Context: an optimization exercise on an open-source flow, tuned for small area. The choices shown serve that exercise and are no tape-out recipe.
At most, simulation tests tie the RTL to the original design; equivalence was not proved.
No activity file was given, so power comes from the tool's default toggle rates.

==> lagoon <==
Design mtmc16_core, start of the top module:
module mtmc16_core (
    input  wire        clk,
    input  wire        rst,
    input  wire [15:0] bp_init,
    output wire        mem_req,
    output wire        mem_we,
    output wire        mem_word,
    output wire [11:0] mem_addr,
    output wire [15:0] mem_wdata,
    input  wire        mem_gnt,
    input  wire        mem_rvalid,
    input  wire [15:0] mem_rdata,
    output wire [1:0]  status,
    output wire [2:0]  fault_cause,
    output wire [16:0] fault_info,
    input  wire [4:0]  dbg_sel,
    output wire [15:0] dbg_data
);
    localparam [5:0]
        S_F0   = 6'd0,    
        S_F1   = 6'd1,    
        S_F2   = 6'd2,    
        S_EX   = 6'd3,    
        S_A1   = 6'd4,    
        S_AL   = 6'd5,    
        S_NB   = 6'd6,    
        S_LOOP = 6'd7,    
        S_POST = 6'd8,    
        S_FIN  = 6'd9,    
        S_WB   = 6'd10,   
        S_MW   = 6'd11,   
        S_M1   = 6'd12,   
        S_M2   = 6'd13,   
  ...
export LEC_CHECK = 0
export CAP_MARGIN = 20
export CORE_MARGIN = 2
export CORE_UTILIZATION = 40
export SLEW_MARGIN = 20
create_clock -name core_clock -period 45.0 [get_ports {clk}]
standard.sh (not shown) runs the stock make flow with config.mk's settings and CLKGATE_MAP_FILE= SYNTH_SCRIPT=/design/flow/synth_recipe.tcl, a recipe that flattens the netlist after the stock synthesis.
==> flow/flow/run.sh <==
#!/bin/bash
# Layout flow: the standard ORFS flow (standard.sh), changed in three ways:
#  - synthesis maps the logic with an area-oriented ABC script (flow/abc_area.script)
#    instead of ORFS's delay-oriented one, and does not extract half/full adder
#    cells first (ADDER_MAP_FILE empty); everything else in synthesis is ORFS's
#    and the standard flow's own script (synth_recipe.tcl), so the registers are the standard ones;
#  - the port buffers are unit-size buffers;
#  - clock tree synthesis clusters up to 20 flip-flops per clock buffer and adds
#    no dummy loads.
# Each tool's output goes to a log file in this folder.
set -euo pipefail
HERE=$(pwd)
S=$FLOW_HOME/scripts
sed "s|\$::env(SCRIPTS_DIR)/abc_speed.script|$HERE/flow/abc_area.script|" \
    $S/synth_preamble.tcl > $HERE/my_synth_preamble.tcl
sed "s|\$::env(SCRIPTS_DIR)/synth_preamble.tcl|$HERE/my_synth_preamble.tcl|" \
    $S/synth.tcl > $HERE/my_synth.tcl
sed "s|\$::env(SCRIPTS_DIR)/synth.tcl|$HERE/my_synth.tcl|" synth_recipe.tcl > $HERE/my_synth_recipe.tcl
grep -q "$HERE/flow/abc_area.script" my_synth_preamble.tcl
grep -q "$HERE/my_synth_preamble.tcl" my_synth.tcl
grep -q "$HERE/my_synth.tcl" my_synth_recipe.tcl
sed "s|SYNTH_SCRIPT=[^ ]*|SYNTH_SCRIPT=$HERE/my_synth_recipe.tcl|" standard.sh > $HERE/my_standard.sh
grep -q "SYNTH_SCRIPT=$HERE/my_synth_recipe.tcl" my_standard.sh
bash my_standard.sh \
    "ADDER_MAP_FILE=" \
    "BUFFER_PORTS_ARGS=-buffer_cell sky130_fd_sc_hd__buf_1" \
    "CTS_ARGS=-sink_clustering_enable -repair_clock_nets -dont_use_dummy_load -sink_clustering_size 20 -sink_clustering_max_diameter 100 -buf_list {sky130_fd_sc_hd__clkbuf_8 sky130_fd_sc_hd__clkbuf_16}" \
    finish > $HERE/flow_make.log 2>&1
==> flow/flow/abc_area.script <==
strash
&get -n
&fraig -x
&put
dc2
strash
dch -f
amap
strash
dch -f
amap
==> inputs of amber, as changes to lagoon <==
--- a/flow/design.v
+++ b/flow/design.v
@@ -46,52 +46,54 @@
         S_F0   = 6'd0,    
         S_F1   = 6'd1,    
         S_F2   = 6'd2,    
         S_EX   = 6'd3,    
         S_A1   = 6'd4,    
         S_AL   = 6'd5,    
         S_NB   = 6'd6,    
-        S_LOOP = 6'd7,    
-        S_POST = 6'd8,    
-        S_FIN  = 6'd9,    
-        S_WB   = 6'd10,   
-        S_MW   = 6'd11,   
-        S_M1   = 6'd12,   
-        S_M2   = 6'd13,   
-        S_MR   = 6'd14,   
-        S_M3   = 6'd15,   
-        S_PO2  = 6'd16,   
-        S_PU   = 6'd17,   
-        S_RD1  = 6'd18,   
-        S_SP3  = 6'd19,   
-        S_SP4  = 6'd20,   
-        S_SW1  = 6'd21,   
-        S_SW2  = 6'd22,   
-        S_SW3  = 6'd23,   
-        S_SW4  = 6'd24,   
-        S_R1   = 6'd25,   
-        S_R2   = 6'd26,   
-        S_R3   = 6'd27,   
-        S_R4   = 6'd28,   
-        S_R5   = 6'd29,   
-        S_R6   = 6'd30,   
-        S_X1   = 6'd31,   
-        S_X2   = 6'd32,   
-        S_X3   = 6'd33,   
-        S_R10  = 6'd34,   
-        S_SE1  = 6'd35,   
-        S_SE2  = 6'd36,   
-        S_SE3  = 6'd37,   
-        S_SE4  = 6'd38,   
-        S_T1   = 6'd39,   
-        S_JAL  = 6'd40,   
-        S_ILL  = 6'd41,   
-        S_DZ   = 6'd42,   
-        S_INIT = 6'd43,   
-        S_HALT = 6'd44;
+        S_CLR  = 6'd7,    
+        S_LOOP = 6'd8,    
+        S_POST = 6'd9,    
+        S_FIN  = 6'd10,   
+        S_WB   = 6'd11,   
+        S_MW   = 6'd12,   
+        S_M1   = 6'd13,   
+        S_M2   = 6'd14,   
+        S_MR   = 6'd15,   
+        S_M3   = 6'd16,   
+        S_PO2  = 6'd17,   
+        S_PU   = 6'd18,   
+        S_RD1  = 6'd19,   
+        S_SP2  = 6'd20,   
+        S_SP3  = 6'd21,   
+        S_SP4  = 6'd22,   
+        S_SW1  = 6'd23,   
+        S_SW2  = 6'd24,   
+        S_SW3  = 6'd25,   
+        S_SW4  = 6'd26,   
+        S_R1   = 6'd27,   
+        S_R2   = 6'd28,   
+        S_R3   = 6'd29,   
+        S_R4   = 6'd30,   
+        S_R5   = 6'd31,   
+        S_R6   = 6'd32,   
+        S_X1   = 6'd33,   
+        S_X2   = 6'd34,   
+        S_X3   = 6'd35,   
+        S_R10  = 6'd36,   
+        S_SE1  = 6'd37,   
+        S_SE2  = 6'd38,   
+        S_SE3  = 6'd39,   
+        S_SE4  = 6'd40,   
+        S_T1   = 6'd41,   
+        S_JAL  = 6'd42,   
+        S_ILL  = 6'd43,   
+        S_DZ   = 6'd44,   
+        S_INIT = 6'd45,   
+        S_HALT = 6'd46;
     localparam [1:0] X_0 = 2'd0, X_RP = 2'd1, X_A = 2'd2, X_C = 2'd3;
     localparam [1:0] Y_0 = 2'd0, Y_B = 2'd1, Y_IMM = 2'd2, Y_K = 2'd3;
     localparam [1:0] L_ADD = 2'd0, L_AND = 2'd1, L_OR = 2'd2, L_XOR = 2'd3;
     reg [15:0] rg [0:14];            
     reg [3:0]  off;
     reg [15:0] pc;
     reg        tflag;
@@ -125,15 +127,15 @@
     wire ls_store = c_memr ? ty[1] : op[2];
     wire ls_byte  = c_memr ? ty[0] : op[1];
     reg  [3:0] rsel;
     reg  [1:0] xsel, ysel, lmode;
     reg        xinv, yinv, ysgn, cin, xsh;
     reg  [2:0] kval;
     reg  [1:0] imask;                
-    reg        ldA, shA, ldB, ldC, wen, ldT, tval, memA;
+    reg        ldA, shA, ldB, ldC, wen, ldT, tval;
     reg  [3:0] wsel;
     reg        mem_st, m_we, m_word;  
     reg        jmp, hold;
     reg  [5:0] jtgt;
     reg        ldcnt, ldneg, negval, ldIR;
     reg  [3:0] cntval;
     reg        do_halt;
@@ -168,15 +170,15 @@
             default: cmp = R[16] || Rz;
         endcase
     end
     always @(*) begin
         rsel = f1; xsel = X_0; ysel = Y_0; lmode = L_ADD;
         xinv = 1'b0; yinv = 1'b0; ysgn = 1'b1; cin = 1'b0; xsh = 1'b0;
         kval = 3'd2; imask = 2'd0;
-        ldA = 1'b0; shA = 1'b0; memA = 1'b0; ldB = 1'b0; ldC = 1'b0; wen = 1'b0; ldT = 1'b0; tval = 1'b0;
+        ldA = 1'b0; shA = 1'b0; ldB = 1'b0; ldC = 1'b0; wen = 1'b0; ldT = 1'b0; tval = 1'b0;
         wsel = f1;
         mem_st = 1'b0; m_we = 1'b0; m_word = 1'b1;
         jmp = 1'b0; jtgt = S_F0; hold = 1'b0;
         ldcnt = 1'b0; cntval = 4'd0; ldneg = 1'b0; negval = 1'b0; ldIR = 1'b0;
         do_halt = 1'b0; hcause = 3'd0;
         case (state)
         S_F0: begin
@@ -305,35 +307,38 @@
                 xsel = X_0; ysel = Y_0; ldC = 1'b1; ldcnt = 1'b1;
                 cntval = a_shl ? (sat ? 4'd0 : B[3:0]) : a_shr ? (4'd0 - B[3:0]) : 4'd0;
                 ldneg = 1'b1; negval = a_shr & A[15] & sat;
                 jtgt = (a_shl ? (!sat && B[3:0] == 4'd0) : (a_shr && sat)) ? S_FIN : S_LOOP;
             end else if (a_dm) begin                                 
                 ysel = Y_0; xinv = A[15]; cin = A[15]; ldA = 1'b1;
                 ldneg = 1'b1; negval = a_div ? (A[15] ^ B[15]) : A[15];
-                ldcnt = 1'b1; cntval = 4'd0; jmp = 1'b0;
+                jmp = 1'b0;
             end else if (a_mm) begin
                 yinv = 1'b1; cin = 1'b1;                             
                 ldT = 1'b1; tval = aop[0] ? !R[16] : (R[16] || Rz);
                 jtgt = S_FIN;
             end else if (a_lnot) begin
                 ysel = Y_0; ldT = 1'b1; tval = Rz; jtgt = S_FIN;
             end else begin
                 ldB = 1'b1; ldT = 1'b1; tval = !Rz; jtgt = S_WB;
             end
         end
         S_NB: begin                                                  
             ysel = Y_B; yinv = B[15]; cin = B[15]; ldB = 1'b1;
             jmp = Rz; jtgt = S_DZ;
         end
+        S_CLR: begin
+            ldC = 1'b1; ldcnt = 1'b1; cntval = 4'd0;
+        end
         S_LOOP: begin
             xsel = X_C; xsh = 1'b1; ldC = 1'b1; shA = 1'b1;
             if (a_mul) ysel = A[15] ? Y_B : Y_0;
             else if (a_dm) begin ysel = Y_B; ysgn = 1'b0; yinv = !C[16]; cin = !C[16]; end
             hold = (cnt != 4'd1);
-            jmp = !a_mod; jtgt = S_FIN;
+            jmp = !a_dm; jtgt = S_FIN;
         end
         S_POST: begin
             xsel = X_C; ysel = C[16] ? Y_B : Y_0; ysgn = 1'b0; ldC = 1'b1;
         end
         S_FIN: begin
             ldB = 1'b1; ldT = 1'b1; tval = !Rz;
             if (a_lnot) cin = tflag;
@@ -371,27 +376,28 @@
             xsel = X_C; ysel = Y_K; wen = 1'b1; wsel = f0; jmp = 1'b1; jtgt = S_M3;
         end
         S_PU: begin
             rsel = f0; xsel = X_RP; ysel = Y_K; yinv = 1'b1; cin = 1'b1;
             ldC = 1'b1; wen = 1'b1; wsel = f0; jmp = 1'b1; jtgt = S_MW;
         end
         S_RD1: begin
-            mem_st = 1'b1;
-            if ((op == 4'h3) || (op == 4'h6) || (c_sop && a_unary)) memA = rdy;
-            else ldB = rdy;
-            jmp = (op == 4'h1) || (op == 4'h2) || (op == 4'h5) || (c_sop && a_unary);
-            jtgt = (op == 4'h1) ? S_PO2 : c_sop ? S_AL : S_PU;
+            mem_st = 1'b1; ldB = rdy;
+            jmp = (op == 4'h1) || (op == 4'h2) || (op == 4'h5);
+            jtgt = (op == 4'h1) ? S_PO2 : S_PU;
+        end
+        S_SP2: begin
+            ysel = Y_B; ldA = 1'b1;
+            jmp = c_sop && a_unary; jtgt = S_AL;
         end
         S_SP3: begin
             xsel = X_C; ysel = Y_K; ldC = 1'b1;
         end
         S_SP4: begin
-            mem_st = 1'b1;
-            if (c_sop) memA = rdy; else ldB = rdy;
-            jmp = (op != 4'h3); jtgt = c_sop ? S_AL : S_R1;
+            mem_st = 1'b1; ldB = rdy;
+            jmp = (op != 4'h3); jtgt = (op == 4'h6) ? S_R1 : S_X1;
         end
         S_SW1: begin
             xsel = X_C; ysel = Y_K; yinv = 1'b1; cin = 1'b1; ldC = 1'b1;
         end
         S_SW2: begin
             mem_st = 1'b1; m_we = 1'b1;
         end
@@ -419,14 +425,15 @@
         S_R6: begin
             mem_st = 1'b1; ldB = rdy;
         end
         S_X1: begin xsel = X_A; ysel = Y_B; lmode = L_XOR; ldA = 1'b1; end
         S_X2: begin xsel = X_A; ysel = Y_B; lmode = L_XOR; ldB = 1'b1; end
         S_X3: begin
             xsel = X_A; ysel = Y_B; lmode = L_XOR; ldA = 1'b1;
+            jmp = c_sop; jtgt = S_AL;
         end
         S_R10: begin
             mem_st = 1'b1; m_we = 1'b1; jmp = 1'b1; jtgt = S_SW3;
         end
         S_T1: begin
             xsel = X_RP; ysel = Y_B; yinv = 1'b1; cin = 1'b1;
             ldT = 1'b1; tval = cmp; jmp = 1'b1;
@@ -456,15 +463,15 @@
     reg [16:0] X, Y;
     reg [15:0] imm;
     always @(*) begin
         case (xsel)
             X_0:  X = 17'd0;
             X_RP: X = {RP[15], RP};
             X_A:  X = {A[15], A};
-            default: X = xsh ? {C[15:0] & {16{cnt != 4'd0}}, A[15] & !a_mul} : C;
+            default: X = xsh ? {C[15:0], A[15] & !a_mul} : C;
         endcase
         X = X ^ {17{xinv}};
         case (imask)
             2'd0:    imm = {12'd0, ir[3:0]};
             2'd1:    imm = {4'd0, ir[11:0]};
             default: imm = ir;
         endcase
@@ -507,16 +514,15 @@
             if (rdy) wresp <= 1'b0;
             if (ldT) tflag <= tval;
             if (do_halt) cause <= hcause;
         end
     end
     always @(posedge clk) begin
         if (ldIR) ir <= mem_rdata;
-        if (memA) A <= mem_rdata;
-        else if (ldA) A <= R[15:0];
+        if (ldA) A <= R[15:0];
         else if (shA) A <= {A[14:0], a_dm & !R[16]};
         if (ldB) B <= (mem_st) ? {mem_rdata[15:8] | {8{!m_word & mem_rdata[7]}}, mem_rdata[7:0]}
                                : R[15:0];
         if (ldC) C <= R;
         if (ldcnt) cnt <= cntval;
         else if (shA) cnt <= cnt - 4'd1;
         if (ldneg) fneg <= negval;
==> flow/flow/run.sh (replaced) <==
#!/bin/bash
# Layout flow: the standard ORFS flow (standard.sh), changed in three ways:
#  - synthesis maps the logic with an area-oriented ABC script (flow/abc_area.script)
#    instead of ORFS's delay-oriented one, and does not extract half/full adder
#    cells first (ADDER_MAP_FILE empty); everything else in synthesis is ORFS's
#    and the standard flow's own script (synth_recipe.tcl), so the registers are the standard ones;
#  - the port buffers are unit-size buffers;
#  - clock tree synthesis uses smaller clock buffers and no dummy loads.
# Each tool's output goes to a log file in this folder.
set -euo pipefail
HERE=$(pwd)
S=$FLOW_HOME/scripts
sed "s|\$::env(SCRIPTS_DIR)/abc_speed.script|$HERE/flow/abc_area.script|" \
    $S/synth_preamble.tcl > $HERE/my_synth_preamble.tcl
sed "s|\$::env(SCRIPTS_DIR)/synth_preamble.tcl|$HERE/my_synth_preamble.tcl|" \
    $S/synth.tcl > $HERE/my_synth.tcl
sed "s|\$::env(SCRIPTS_DIR)/synth.tcl|$HERE/my_synth.tcl|" synth_recipe.tcl > $HERE/my_synth_recipe.tcl
grep -q "$HERE/flow/abc_area.script" my_synth_preamble.tcl
grep -q "$HERE/my_synth_preamble.tcl" my_synth.tcl
grep -q "$HERE/my_synth.tcl" my_synth_recipe.tcl
sed "s|SYNTH_SCRIPT=[^ ]*|SYNTH_SCRIPT=$HERE/my_synth_recipe.tcl|" standard.sh > $HERE/my_standard.sh
grep -q "SYNTH_SCRIPT=$HERE/my_synth_recipe.tcl" my_standard.sh
bash my_standard.sh \
    "ADDER_MAP_FILE=" \
    "BUFFER_PORTS_ARGS=-buffer_cell sky130_fd_sc_hd__buf_1" \
    "CTS_ARGS=-sink_clustering_enable -repair_clock_nets -dont_use_dummy_load -buf_list {sky130_fd_sc_hd__clkbuf_4 sky130_fd_sc_hd__clkbuf_8}" \
    finish > $HERE/flow_make.log 2>&1
==> results.txt <==
Between amber and lagoon, the lower design area is in amber (gap about 0.6%, measured against lagoon).
In amber the wire length is lower than in lagoon, by 4.5%.
In lagoon the critical path depth is lower than in amber, by 2.
Of lagoon and amber, amber has the higher total power (gap about 9%, measured against amber).
In via count, amber and lagoon hardly differ.
Between amber and lagoon, the lower cell count is in amber (gap 1.2%, measured against lagoon).
Worst hold slack: amber is lower than lagoon (18 ps).
Between lagoon and amber, the lower count of clock-buffer cells in the layout is in lagoon (gap 34).
==> figures <==
metric	lagoon	amber
Arrival time at the worst endpoint	13,310 ps	13,440 ps
Post-Synthesis Cells	1,754	1,737
Multi-input gate share of total cell area	0.395	0.383
Nonclk inv count	179	183
Result of the run	complete, no violations	complete, no violations
Int Pwr	682 uW	730 uW
Seq power	503 uW	514 uW
Post-route total power	1.20 mW	1.32 mW
Portion of the clock cycle consumed by the worst path in the final layout	0.496	0.499
Share of the final layout cell area in sequential cells	0.449	0.452
Buf/Inv on CP	4	6
Levels on crit path	19	21
Sequential share of power	0.421	0.391
Num CTS Buffers	22	56
Non-clk buf share	0.0470	0.0447
Post-layout net count	1,966	1,979
Non-clock buffers	159	155
For amber, only the layout was checked, not whether the RTL still works.

## re-timing with driven ports
The results above use ideal ports. As a check the final layouts listed here were re-extracted and re-timed, cells and wires unchanged.
Step 1 sets driving cells, clkbuf_16 on the clock port and buf_2 on the other inputs (assumed; they add their load-dependent delay and slew).
Step 2, shift: input delay + t, output delay - t, t = (earliest + latest rising clock arrival at the registers) / 2. This alone moves slack from input paths to output paths.
a / b / c = ideal / step 1 / step 2; a / b = the first two.
| run | t, ns | setup slack, ns | worst setup path after step 2 | worst slew at a driven data input, ns | cell pins on the clock port's net |
|---|---|---|---|---|---|
| lagoon | 0.588 | 22.691 / 22.667 / 22.667 | input to output | 0.08 | 1 |
| amber | 0.656 | 22.564 / 22.538 / 22.538 | input to output | 0.06 | 1 |
After both steps every run listed still meets setup and hold. For amber, which loses most, drivers alone change the setup slack by -0.026 ns; drivers and shift together by -0.026 ns.
